What follows belongs to an exercise in optimizing a design on an open flow for small area and a short achievable clock period; a production flow would make more cautious choices.
RTL that was checked went through simulation tests only; none was proved equivalent to the original.
No activity file was given, so power comes from the tool's default toggle rates.

run A:
Design frame_rx, start of the top module:
module frame_rx #(
    parameter MAX_FRAME_LEN = 256
) (
    input  wire        clk,
    input  wire        rst,
    input  wire        start,
    input  wire [1:0]  cfg_fmt,       
    input  wire        cfg_srv,       
    input  wire [15:0] cfg_tmo,       
    input  wire [15:0] cfg_fixlen,    
    input  wire        rx_valid,
    input  wire [7:0]  rx_data,
    output wire        rx_ready,
    input  wire        tick,
    input  wire        fault,
    output wire        awaiting_body,
    output wire        res_valid,
    output wire [3:0]  res_code,
    output wire [3:0]  res_cause,
    output wire [7:0]  res_rxst,
    output wire [15:0] rx_count,
    output wire [15:0] rx_lenfield,
    output wire [15:0] target,
    output wire [15:0] idle_count,
    output wire [15:0] field_rcv,
    output wire [15:0] field_calc,
    output wire [1:0]  dcode,
    output wire [7:0]  handler,
    output wire [7:0]  resp_op,
    output wire [7:0]  req_op,
    output wire        disp_ok,
    output wire [7:0]  disp_handler
);
Size in the first run: about 970 cells after synthesis, about 200 I/O pins, ~0.0095 mm^2 of cells after synthesis.
==> flow/config.mk <==
export PLATFORM = sky130hd
export DESIGN_NAME = frame_rx
export DESIGN_NICKNAME = frame_rx
export VERILOG_FILES = /design/flow/design.v
export SDC_FILE = /design/flow/constraint.sdc
export NUM_CORES = 4
export LEC_CHECK = 0
export CAP_MARGIN = 20
export CORE_MARGIN = 2
export CORE_UTILIZATION = 40
export CTS_BUF_LIST = sky130_fd_sc_hd__clkbuf_8
export SETUP_SLACK_MARGIN = 3.3
export SLEW_MARGIN = 20
export TNS_END_PERCENT = 0
==> flow/constraint.sdc <==
create_clock -name core_clock -period 6.0 [get_ports {clk}]
set_input_delay 1.2000 -clock core_clock [delete_from_list [all_inputs] [get_ports {clk}]]
set_output_delay 1.2000 -clock core_clock [all_outputs]
set_load 0.01 [all_outputs]
standard.sh (not shown) runs the stock make flow with config.mk's settings and CLKGATE_MAP_FILE= SYNTH_SCRIPT=/design/flow/synth_recipe.tcl, a recipe that flattens the netlist after the stock synthesis.
==> flow/flow/run.sh <==
#!/bin/bash
# Standard layout, with the port buffers made of plain buf cells instead of
# the delay buffers buffer_ports picks by default. Every port still gets one.
set -euo pipefail
export BUFFER_PORTS_ARGS="-buffer_cell sky130_fd_sc_hd__buf_1"
bash standard.sh > flow_make.log 2>&1
Here is what was changed in the inputs of run B compared with run A.
# run A
export LEC_CHECK = 0
export CAP_MARGIN = 20
export CORE_MARGIN = 2
export CORE_UTILIZATION = 40
export CTS_BUF_LIST = sky130_fd_sc_hd__clkbuf_8
export SETUP_SLACK_MARGIN = 3.3
export SLEW_MARGIN = 20
export TNS_END_PERCENT = 0
create_clock -name core_clock -period 6.0 [get_ports {clk}]
# run B
export LEC_CHECK = 0
export CAP_MARGIN = 20
export CORE_MARGIN = 2
export CORE_UTILIZATION = 50
export CTS_BUF_LIST = sky130_fd_sc_hd__clkbuf_8
export SETUP_SLACK_MARGIN = 3.6
export SLEW_MARGIN = 20
export TNS_END_PERCENT = 2
create_clock -name core_clock -period 6.0 [get_ports {clk}]
==> comparison <==
Run B vs run A: routed wirelength normalized by instance count up
From run A to run B, netlist area before placement did not move at all.
In the tables for run B and run A, number of cells after detailed placement reads higher with run A.
Width of the chip went down by more than 10% going from run A to run B.
In run B relative to run A, first-iteration detailed-routing DRC count had gone down by a few percent.
In run B, the part of the total power dissipated in the clock network came out 1.8 points below the value in run A.
Area taken by multi-input logic gates of run B exceeds that of run A by a few percent.
Between run B and run A, it is run B whose post-route clock period utilization is lower, by 2.6 points.
On slew at the pin with the worst max-slew slack: run B sits below run A.
> inputs changed (run B -> run C)
# run B
export LEC_CHECK = 0
export CAP_MARGIN = 20
export CORE_MARGIN = 2
export CORE_UTILIZATION = 50
export CTS_BUF_LIST = sky130_fd_sc_hd__clkbuf_8
export SETUP_SLACK_MARGIN = 3.6
export SLEW_MARGIN = 20
export TNS_END_PERCENT = 2
create_clock -name core_clock -period 6.0 [get_ports {clk}]
# run C
export LEC_CHECK = 0
export CAP_MARGIN = 20
export CORE_MARGIN = 2
export CORE_UTILIZATION = 40
export CTS_BUF_LIST = sky130_fd_sc_hd__clkbuf_8
export SETUP_SLACK_MARGIN = 2.7
export SLEW_MARGIN = 20
create_clock -name core_clock -period 6.0 [get_ports {clk}]
### Flow results
Sort run C and run B by die width, ascending, and run B comes first. Run C was carried through to the last stage, and its layout satisfied the timing, DRC and antenna checks. Comparing run C with run B, the worst clock skew came out essentially unchanged. Per the comparison of run C with run B, final cell count now larger, core utilization of the finished layout shows a reduction of 15 points, length of the first detailed-routing pass in iterations higher, routed wire length saw a decrease. Global-route wire length before repair, run C and run B, lower one = run C. Going from run B to run C, net total in the final layout has decreased, starting density of the core shrank by 10 points, maximum achievable frequency now sits lower.

frame_rx, a different RTL version from the one above (not shown whole).
Size: roughly 200 I/O pins, about 9400 µm² of cells after synthesis.
export LEC_CHECK = 0
export CAP_MARGIN = 20
export CORE_MARGIN = 2
export CORE_UTILIZATION = 40
export CTS_BUF_LIST = sky130_fd_sc_hd__clkbuf_8
export SETUP_SLACK_MARGIN = 3.3
export SLEW_MARGIN = 20
create_clock -name core_clock -period 6.0 [get_ports {clk}]
Scripts as last shown in full above: flow/flow/run.sh
The baseline passed the timing, DRC and antenna checks.
Then changed:
--- a/flow/config.mk
+++ b/flow/config.mk
@@ -12 +12 @@
-export SETUP_SLACK_MARGIN = 3.3
+export SETUP_SLACK_MARGIN = 3.6
@@ -13,0 +14 @@
+export TNS_END_PERCENT = 2
Outcome:
- The new run completed with no timing, DRC or antenna violations
- setup slack gets worse by 130 ps
- cell count goes down by 1.7%
- wire length goes down by 6.1%
- clock power goes up by 6.1%
- non-clock buffer count goes down by 25
- synthesized cell count stays the same
- maximum frequency goes down by 4.5%
- final area goes down by 3.8%
- global-route usage goes down by 1.3 points
Then changed:
--- a/flow/config.mk
+++ b/flow/config.mk
@@ -12 +12 @@
-export SETUP_SLACK_MARGIN = 3.6
+export SETUP_SLACK_MARGIN = 3.0
@@ -14 +13,0 @@
-export TNS_END_PERCENT = 2
After rerunning:
- cell area came out lower by 1.1%
- flip-flop and latch count is unchanged
- sequential power hardly moves
Then changed:
--- a/flow/config.mk
+++ b/flow/config.mk
@@ -12 +12 @@
-export SETUP_SLACK_MARGIN = 3.0
+export SETUP_SLACK_MARGIN = 3.45
@@ -13,0 +14 @@
+export TNS_END_PERCENT = 2
- worst setup slack gets better by 180 ps
- worst hold slack stays flat
- synthesized area does not change
- wire length came out higher slightly
- sequential share of layout area came out lower by 0.31 points
- total power came out higher by a few percent
Function was not checked in any run of this note: the RTL went through the layout flow alone.

frame_rx with an RTL version that a note above also has.
Size: about 970 cells after synthesis, about 200 I/O pins, roughly 0.0095 sq mm of cells after synthesis.
==> flow/design.v (excerpt) <==
module frame_rx #(
    parameter MAX_FRAME_LEN = 256
) (
    input  wire        clk,
    input  wire        rst,
    input  wire        start,
    input  wire [1:0]  cfg_fmt,       
    input  wire        cfg_srv,       
    input  wire [15:0] cfg_tmo,       
    input  wire [15:0] cfg_fixlen,    
    input  wire        rx_valid,
    input  wire [7:0]  rx_data,
    output wire        rx_ready,
    input  wire        tick,
    input  wire        fault,
    output wire        awaiting_body,
    output wire        res_valid,
    output wire [3:0]  res_code,
    output wire [3:0]  res_cause,
    output wire [7:0]  res_rxst,
    output wire [15:0] rx_count,
    output wire [15:0] rx_lenfield,
    output wire [15:0] target,
    output wire [15:0] idle_count,
    output wire [15:0] field_rcv,
    output wire [15:0] field_calc,
    output wire [1:0]  dcode,
    output wire [7:0]  handler,
    output wire [7:0]  resp_op,
    output wire [7:0]  req_op,
    output wire        disp_ok,
    output wire [7:0]  disp_handler
);
    localparam CODE_OK        = 4'h0;
    localparam CODE_DEVSTAT   = 4'h1;
    localparam CODE_TIMEOUT   = 4'h2;
    localparam CODE_INTEGRITY = 4'h3;
    localparam CODE_LENREJ    = 4'h4;
    localparam CODE_TFAULT    = 4'h5;
    localparam CODE_CMDERR    = 4'h6;
    localparam CODE_NONE      = 4'hF;
    localparam CAUSE_BAD_OP     = 2'd1;
    localparam CAUSE_BAD_LENGTH = 2'd3;
    localparam DC_NONE    = 2'd0;
    localparam DC_OK      = 2'd1;
    localparam DC_UNKNOWN = 2'd2;
    localparam DC_BADLEN  = 2'd3;
    reg        active;       
    reg        fzb;          
    reg        ffix;         
    reg        dsp;          
    reg [15:0] tmo;          
    reg        tmo_hit;      
    reg        lastb;        
    reg [5:0]  pos;          
    reg [15:0] acc;          
  ...
Settings: LEC_CHECK=0, CAP_MARGIN=20, CORE_MARGIN=2, CORE_UTILIZATION=40, CTS_BUF_LIST=sky130_fd_sc_hd__clkbuf_8, SETUP_SLACK_MARGIN=3.6, SLEW_MARGIN=20, TNS_END_PERCENT=5; clock period 6.0 ns.
Scripts as last shown in full above: flow/flow/run.sh
Edit:
--- a/flow/config.mk
+++ b/flow/config.mk
@@ -13,2 +13,2 @@
 export SLEW_MARGIN = 20
-export TNS_END_PERCENT = 5
+export TNS_END_PERCENT = 2
Effect:
- power came out higher by 2.4%
- cell area falls by 2.2%
- register-to-register slack gains 0.12 ns
- first-iteration DRC count went down by 16%
- hold slack gets worse by 0.016 ns
- synthesized area is unchanged
- global-route usage grows by 0.14 points
- clock power grows by 10%
- utilization shrinks by 1.1 points

## quartz
Another version of the RTL of frame_rx (not shown whole).
Size: about 1100 cells after synthesis, about 150 flip-flops.
Design frame_rx, start of the top module:
module frame_rx #(
    parameter MAX_FRAME_LEN = 256
) (
    input  wire        clk,
    input  wire        rst,
    input  wire        start,
    input  wire [1:0]  cfg_fmt,       
    input  wire        cfg_srv,       
    input  wire [15:0] cfg_tmo,       
    input  wire [15:0] cfg_fixlen,    
    input  wire        rx_valid,
    input  wire [7:0]  rx_data,
    output wire        rx_ready,
    input  wire        tick,
    input  wire        fault,
    output wire        awaiting_body,
    output wire        res_valid,
    output wire [3:0]  res_code,
    output wire [3:0]  res_cause,
    output wire [7:0]  res_rxst,
    output wire [15:0] rx_count,
    output wire [15:0] rx_lenfield,
    output wire [15:0] target,
    output wire [15:0] idle_count,
    output wire [15:0] field_rcv,
    output wire [15:0] field_calc,
    output wire [1:0]  dcode,
    output wire [7:0]  handler,
    output wire [7:0]  resp_op,
    output wire [7:0]  req_op,
    output wire        disp_ok,
    output wire [7:0]  disp_handler
);
    localparam S_OK        = 4'd0;
    localparam S_DEVSTAT   = 4'd1;
    localparam S_TIMEOUT   = 4'd2;
    localparam S_INTEGRITY = 4'd3;
    localparam S_LENREJ    = 4'd4;
    localparam S_TFAULT    = 4'd5;
    localparam S_CMD_OP    = 4'd6;
    localparam S_CMD_LEN   = 4'd7;
    localparam S_NONE      = 4'd15;
    localparam DC_NONE    = 2'd0;
    localparam DC_OK      = 2'd1;
    localparam DC_UNKNOWN = 2'd2;
    localparam DC_BADLEN  = 2'd3;
    reg        active;       
    reg        fzb;          
    reg        ffix;         
    reg        dsp;          
    reg [15:0] tmo;          
    reg [15:0] acc;          
  ...
clock: 6.0 ns
lec_check: 0
abc_clock_period_in_ps: 2500
cap_margin: 20
core_margin: 2
core_utilization: 60
setup_slack_margin: 3.5
slew_margin: 20
run.sh (not shown) runs the stock make flow with config.mk's settings and CLKGATE_MAP_FILE= SYNTH_SCRIPT=/design/flow/synth_recipe.tcl, a recipe that flattens the netlist after the stock synthesis.
Stock flow here: none of the scripts above is used.
Seen in the log of quartz: DPL-0038 during 5_1_grt, after which the run never completed.
Modified inputs, xenon compared to quartz
- CORE_UTILIZATION changed from 60 to 40
- SETUP_SLACK_MARGIN removed (was 3.5)
- ABC_CLOCK_PERIOD_IN_PS removed (was 2500)
[compare] base=quartz new=xenon: placed wire-length estimate went up about 3.7%; sequential share of the synthesized area held. Height of the die of xenon exceeds that of quartz by more than 10%. Comparing xenon against quartz, there is no change at all in number of enable-type register cells in the synthesized netlist. Changes observed in xenon relative to quartz: number of placed instances, taps included went up 115, starting density of the core went down 21 points, number of rows in the core area went up 24%, post-placement setup slack went down 0.25 ns. Comparing xenon against quartz, there is no change at all in synthesized instance count. Taking xenon as 1.0, quartz lands at 1.07 on routability congestion estimate. xenon ended with every stage complete and zero timing, DRC or antenna violations.
The inputs of maple differ from those of xenon as listed below.
- putting SETUP_SLACK_MARGIN at 3.0 where nothing was set
- putting ABC_CLOCK_PERIOD_IN_PS at 3000 where nothing was set
Findings:
- The capture point of the worst path comes out rxst[2] in one run and rx_lenfield[10] in the other, namely in xenon and maple respectively.
- Detailed-route wire length per cell ends up higher on maple.
- Between maple and xenon, clock power is lower for xenon, maple comes in above that.
- Summary of the comparison: area added between synthesis and finish is higher in maple, relative to xenon.
- maple vs. xenon: footprint of the flip-flops and latches +about 1.2%, worst setup slack +1.18 ns, global-route usage +1.6 points.
## Diff of input files: delta against maple
==> flow/flow/run.sh (new file) <==
#!/bin/bash
# Standard layout, with the port buffers made of plain buf cells instead of
# the delay buffers buffer_ports picks by default. Every port still gets one.
set -euo pipefail
export BUFFER_PORTS_ARGS="-buffer_cell sky130_fd_sc_hd__buf_2"
bash standard.sh > flow_make.log 2>&1
==> flow/standard.sh (new file) <==
#!/bin/bash
# synth_recipe.tcl (not shown) runs the flow's synth.tcl, then flattens the netlist and writes it again
# the make line also repeats each setting of config.mk as NAME=value (left out here)
make -C /OpenROAD-flow-scripts/flow DESIGN_CONFIG=/design/flow/config.mk WORK_HOME=/design/flow/orfs CLKGATE_MAP_FILE= SYNTH_SCRIPT=/design/flow/synth_recipe.tcl "${@:-finish}"
removed: flow/run.sh
Findings:
Compared with maple, in delta cell count after placement now sits at about the same level, last weighted congestion value of the routability-driven placer now sits lower, first-pass iteration count of the detailed router now sits lower.
delta against maple: final cell count now sits lower; largest voltage drop on the vdd net now sits lower; measured slew at the worst slew-check pin now sits lower.
Per the comparison of delta with maple, final worst slack went up 0.056 ns; worst hold slack held; max-capacitance violation count held; sum of routed wire length over all layers went down 4.7%.
No run of this note included a check of the RTL's function; only the layout flow was run.

-- port drivers added, routing unchanged --
No port has a modelled driver above. Below, the same layouts with a new extraction and two added sets of constraints. Step 1 (the two cells are an assumption about what drives the block):
set clk [get_ports {clk}]
set_driving_cell -lib_cell sky130_fd_sc_hd__clkbuf_16 $clk
set_driving_cell -lib_cell sky130_fd_sc_hd__buf_2 [delete_from_list [all_inputs] $clk]
Step 2 moves the port delays by t, midway between the first and last clock arrival at a register: inputs arrive t later, outputs are due t later. That takes back most of the time a late clock gives input paths. a / b / c = ideal / step 1 / step 2; a / b = the first two.
run	shift t [ns]	setup WS [ns]	worst setup path at the end	latest minus earliest clock arrival (ns)	worst register clock-pin slew, ns
run A	0.499	3.194 / 3.215 / 2.716	input to register	0.022 / 0.023	0.11 / 0.11
run B	0.497	3.349 / 3.355 / 2.867	input to register	0.015 / 0.015	0.10 / 0.10
run C	0.499	2.825 / 2.845 / 2.346	input to register	0.019 / 0.019	0.10 / 0.10
the first run of note 2	0.498	3.190 / 3.184 / 2.685	input to register	0.017 / 0.017	0.11 / 0.11
the second run of note 2	0.496	3.058 / 3.076 / 2.580	input to register	0.016 / 0.016	0.10 / 0.10
the third run of note 2	0.494	3.013 / 3.036 / 2.541	input to register	0.013 / 0.013	0.10 / 0.10
the fourth run of note 2	0.507	3.190 / 3.165 / 2.689	input to register	0.018 / 0.018	0.10 / 0.10
the first run of note 3	0.494	3.252 / 3.272 / 2.778	input to register	0.024 / 0.024	0.10 / 0.10
the second run of note 3	0.506	3.370 / 3.368 / 2.862	input to register	0.015 / 0.014	0.10 / 0.10
xenon	0.471	1.536 / 1.558 / 1.087	input to register	0.012 / 0.012	0.07 / 0.07
maple	0.480	2.713 / 2.666 / 2.373	input to register	0.008 / 0.007	0.07 / 0.07
delta	0.474	2.769 / 2.723 / 2.441	input to register	0.015 / 0.014	0.07 / 0.07
After both steps setup and hold are still met in every run listed. For the second run of note 3, which loses most, drivers alone change the setup slack by -0.002 ns; drivers and shift together by -0.508 ns.
